This is an optimization exercise on Yosys and OpenROAD, whose aim is small area, a short achievable clock period and few clock cycles per item, not a production implementation. At most, simulation tests tie the RTL to the original design; equivalence was not proved. Power figures rest on the tool's default switching activity, not on a simulated workload.

==> module jmp_add, before the edit <==
module jmp_add #(parameter W = 32) (
    input  wire [W-1:0] a,
    input  wire [W-1:0] b,
    input  wire         ci,
    output wire [W:0]   s
);
    localparam L = (W <= 8) ? 3 : (W <= 16) ? 4 : 5;    
    wire [W-1:0] p0 = a ^ b;
    wire [W-1:0] g0 = (a & b) | {{(W-1){1'b0}}, p0[0] & ci};
    wire [W-1:0] gu [0:L];
    wire [W-1:0] pu [0:L];
    assign gu[0] = g0;
    assign pu[0] = p0;
    genvar k, i;
    generate
        for (k = 0; k < L; k = k + 1) begin : up
            for (i = 0; i < W; i = i + 1) begin : b
                if (((i + 1) % (2 << k)) == 0) begin : c
                    assign gu[k+1][i] = gu[k][i] | (pu[k][i] & gu[k][i - (1 << k)]);
                    assign pu[k+1][i] = pu[k][i] & pu[k][i - (1 << k)];
                end else begin : n
                    assign gu[k+1][i] = gu[k][i];
                    assign pu[k+1][i] = pu[k][i];
                end
            end
        end
    endgenerate
    wire [W-1:0] gd [0:L];
    assign gd[0] = gu[L];
    generate
        for (k = 0; k < L; k = k + 1) begin : dn
            for (i = 0; i < W; i = i + 1) begin : b
                if ((L - 2 - k) >= 0 && i >= (3 << (L - 2 - k)) - 1 &&
                    ((i + 1 - (1 << (L - 2 - k))) % (2 << (L - 2 - k))) == 0) begin : c
                    assign gd[k+1][i] = gd[k][i] | (pu[L][i] & gd[k][i - (1 << (L - 2 - k))]);
                end else begin : n
                    assign gd[k+1][i] = gd[k][i];
                end
            end
        end
    endgenerate
    wire [W-1:0] c = gd[L];             
    assign s = {c[W-1], p0 ^ {c[W-2:0], ci}};
endmodule
==> flow/config.mk <==
export PLATFORM = sky130hd
export DESIGN_NAME = jmp
export DESIGN_NICKNAME = jmp
export VERILOG_FILES = /design/flow/design.v
export SDC_FILE = /design/flow/constraint.sdc
export NUM_CORES = 4
export LEC_CHECK = 0
export CAP_MARGIN = 20
export CORE_MARGIN = 2
export CORE_UTILIZATION = 55
export CTS_BUF_LIST = sky130_fd_sc_hd__clkbuf_8
export PLACE_DENSITY = 0.65
export SETUP_SLACK_MARGIN = 4.3
export SLEW_MARGIN = 20
==> flow/constraint.sdc <==
create_clock -name core_clock -period 8.0 [get_ports {clk}]
set_input_delay 1.6000 -clock core_clock [delete_from_list [all_inputs] [get_ports {clk}]]
set_output_delay 1.6000 -clock core_clock [all_outputs]
set_load 0.01 [all_outputs]
standard.sh (not shown) runs the stock make flow with config.mk's settings and CLKGATE_MAP_FILE= SYNTH_SCRIPT=/design/flow/synth_recipe.tcl, a recipe that flattens the netlist after the stock synthesis.
==> flow/flow/run.sh <==
#!/bin/bash
# The standard layout (the standard.sh: standard synthesis, floorplan, place, CTS, route,
# finish), with the I/O port buffers made from sky130_fd_sc_hd__buf_1 instead of the default
# cell buffer_ports picks. Every port still gets its own buffer.
set -euo pipefail
bash standard.sh "BUFFER_PORTS_ARGS=-buffer_cell sky130_fd_sc_hd__buf_1" finish > standard_make.log 2>&1
Testbench counts at the start, summed over its fixed seeds: cycles 78,442, items 320.
Change:
--- a/flow/design.v
+++ b/flow/design.v
@@ -450,11 +450,11 @@
     input  wire [W-1:0] a,
     input  wire [W-1:0] b,
     input  wire         ci,
     output wire [W:0]   s
 );
-    localparam L = (W <= 8) ? 3 : (W <= 16) ? 4 : 5;    
+    localparam L = $clog2(W);
     wire [W-1:0] p0 = a ^ b;
     wire [W-1:0] g0 = (a & b) | {{(W-1){1'b0}}, p0[0] & ci};
     wire [W-1:0] gu [0:L];
     wire [W-1:0] pu [0:L];
     assign gu[0] = g0;
Outcome:
- routed wire length does not change
- fmax stays the same
- total power is unchanged
- clock skew does not change
- synthesized cell count does not change
- synthesized area stays the same
For the second run of this note, only the layout was checked, not whether the RTL still works.


Another version of the RTL of jmp (not shown whole).
Size: roughly 2000 cells after synthesis, roughly 250 flip-flops, about 330 I/O pins, roughly 18000 um2 of cells after synthesis.
clock: 8.0 ns
lec_check: 0
cap_margin: 20
core_margin: 2
core_utilization: 55
cts_buf_list: sky130_fd_sc_hd__clkbuf_8
place_density: 0.65
setup_slack_margin: 4.6
slew_margin: 20
tns_end_percent: 0
==> flow/flow/run.sh <==
#!/bin/bash
# The standard layout (the standard.sh: standard synthesis, floorplan, place, CTS, route,
# finish), with two changes to how it is built:
#  - the I/O port buffers are sky130_fd_sc_hd__buf_1 instead of the cell buffer_ports picks
#    by default; every port still gets its own buffer;
#  - clock tree synthesis inserts no dummy loads.
set -euo pipefail
bash standard.sh \
  "BUFFER_PORTS_ARGS=-buffer_cell sky130_fd_sc_hd__buf_1" \
  "CTS_ARGS=-sink_clustering_enable -repair_clock_nets -dont_use_dummy_load -sink_clustering_size 14 -sink_clustering_max_diameter 60 -buf_list sky130_fd_sc_hd__clkbuf_8" \
  finish > standard_make.log 2>&1
Next try:
--- a/flow/design.v
+++ b/flow/design.v
@@ -97,23 +97,20 @@
     wire [16:0] off_h1;
     jmp_add #(.W(8))  u_ppm (.a(offset[15:8]),  .b(mem_rdata), .ci(1'b0), .s(pp_m));
     jmp_add #(.W(16)) u_oh1 (.a(offset[31:16]), .b(16'd0),     .ci(1'b1), .s(off_h1));
     wire [31:0] pp = {pp_m[8] ? off_h1[15:0] : offset[31:16], pp_m[7:0], offset[7:0]};
     wire        pp_load = bsy && (ph == S_CODE || (ph == S_LHI && !d_live));
     wire [8:0]  jp_lo;
     wire [32:0] sl_h1;
     jmp_add #(.W(8))  u_jlo (.a(sl[7:0]),         .b(mem_rdata), .ci(1'b0), .s(jp_lo));
     jmp_add #(.W(32)) u_sh1 (.a({8'd0, sl[31:8]}), .b(32'd0),    .ci(1'b1), .s(sl_h1));
     wire [31:0] jp = {jp_lo[8] ? sl_h1[23:0] : sl[31:8], jp_lo[7:0]};
-    wire [8:0]  jq_lo;
-    jmp_add #(.W(8))  u_jqlo (.a(sl[7:0]),        .b(d),         .ci(1'b0), .s(jq_lo));
-    wire [31:0] jq = {jq_lo[8] ? sl_h1[23:0] : sl[31:8], jq_lo[7:0]};
     wire [32:0] a_inc;
     jmp_add #(.W(32)) u_inc (.a(a), .b(32'd0), .ci(1'b1), .s(a_inc));
     wire [15:0] lfull = {len[15:8], d};
     wire        hd128   = (d[7:4] != 4'd0);
     wire        r_ge67  = (|len[15:7]) | (len[6] & ((|len[5:2]) | (len[1] & len[0])));
     wire        r_ge131 = (|len[15:8]) | (len[7] & ((|len[6:2]) | (len[1] & len[0])));
     wire        dq_fit  = hd128 ? (r_ge131 & d_f128) : (r_ge67 & d_f64);
     wire        dq_last = prec ? (&qa[6:0]) : (&qa[5:0]);
     wire        pend = (cause == 6'd0);
     wire        fin_ok    = sof_found && dqt_found && wb != 8'd0 && hb != 8'd0;
@@ -238,20 +235,22 @@
                 end else begin
                     if (d == 8'hD9)
                         eoi_seen <= 1'b1;
                     ph <= S_SEARCH;
                 end
             end
             S_LHI: begin
                 if (d_live) begin
                     len[15:8] <= d;
                     ph        <= S_LLO;
+                    if (kind == K_DQT)
+                        offset <= jp;
                     if (kind == K_SOS)
                         ci <= 1'b1;
                 end
             end
             S_LLO: begin
                 len[7:0] <= d;
                 l_is4    <= (lfull == 16'd4);
                 l_is17   <= (lfull == 16'd17);
                 l_lt4    <= (lfull < 16'd4);
                 case (kind)
@@ -272,22 +271,21 @@
                         cause <= C_SOS_TRUNC;
                     end else begin
                         ph <= S_FINS;
                     end
                 end
                 K_DQT: begin
                     if (!d_v || lfull < 16'd2) begin
                         offset <= size;
                         ph     <= S_FIN0;
                     end else begin
-                        offset <= jq;            
-                        ph     <= (lfull == 16'd2) ? S_SEARCH : S_DQH;
+                        ph <= (lfull == 16'd2) ? S_SEARCH : S_DQH;
                     end
                 end
                 K_DRI: ph <= S_DRI2;
                 default: begin       
                     if (lfull < 16'd17)
                         cause <= C_SOF_LENGTH;
                     ph <= S_SOF2;
                 end
                 endcase
             end
Result: Core utilization goes up by 1.7 points; power barely changes; design area goes down by a few percent; wire length goes down by a few percent; fmax goes down by a few percent.
Testbench counts after the change, summed over its fixed seeds: cycles 78,442, items 320.
The RTL of the first run of this note was laid out without a check of its function.

-- port drivers added, routing unchanged --
The results above use ideal ports. As a check the final layouts listed here were re-extracted and re-timed, cells and wires unchanged. Step 1, drivers: a clkbuf_16 drives clk and a buf_2 each remaining input, both assumed. Step 2 adds t to the input delays and takes it off the output delays; t is the mean of the earliest and latest rising clock arrival at the registers after step 1. Input paths then give back, and output paths get back, about the clock's delay inside the block. Slacks: no drivers / after step 1 / after step 2; pairs: no drivers / after step 1.
run | shift t [ns] | slack for setup (ns) | hold slack, ns | worst setup path after step 2 | clock arrival spread, ns
the first run of note 1 | 0.635 | 4.332 / 4.350 / 3.715 | 0.392 / 0.392 / 0.392 | input to register | 0.018 / 0.018
the second run of note 1 | 0.635 | 4.332 / 4.350 / 3.715 | 0.392 / 0.392 / 0.392 | input to register | 0.018 / 0.018
the first run of note 2 | 0.640 | 4.464 / 4.479 / 3.849 | 0.436 / 0.436 / 0.436 | input to register | 0.044 / 0.044
the second run of note 2 | 0.643 | 4.371 / 4.398 / 3.755 | 0.428 / 0.428 / 0.428 | input to register | 0.036 / 0.036
After both steps every run listed still meets setup and hold.
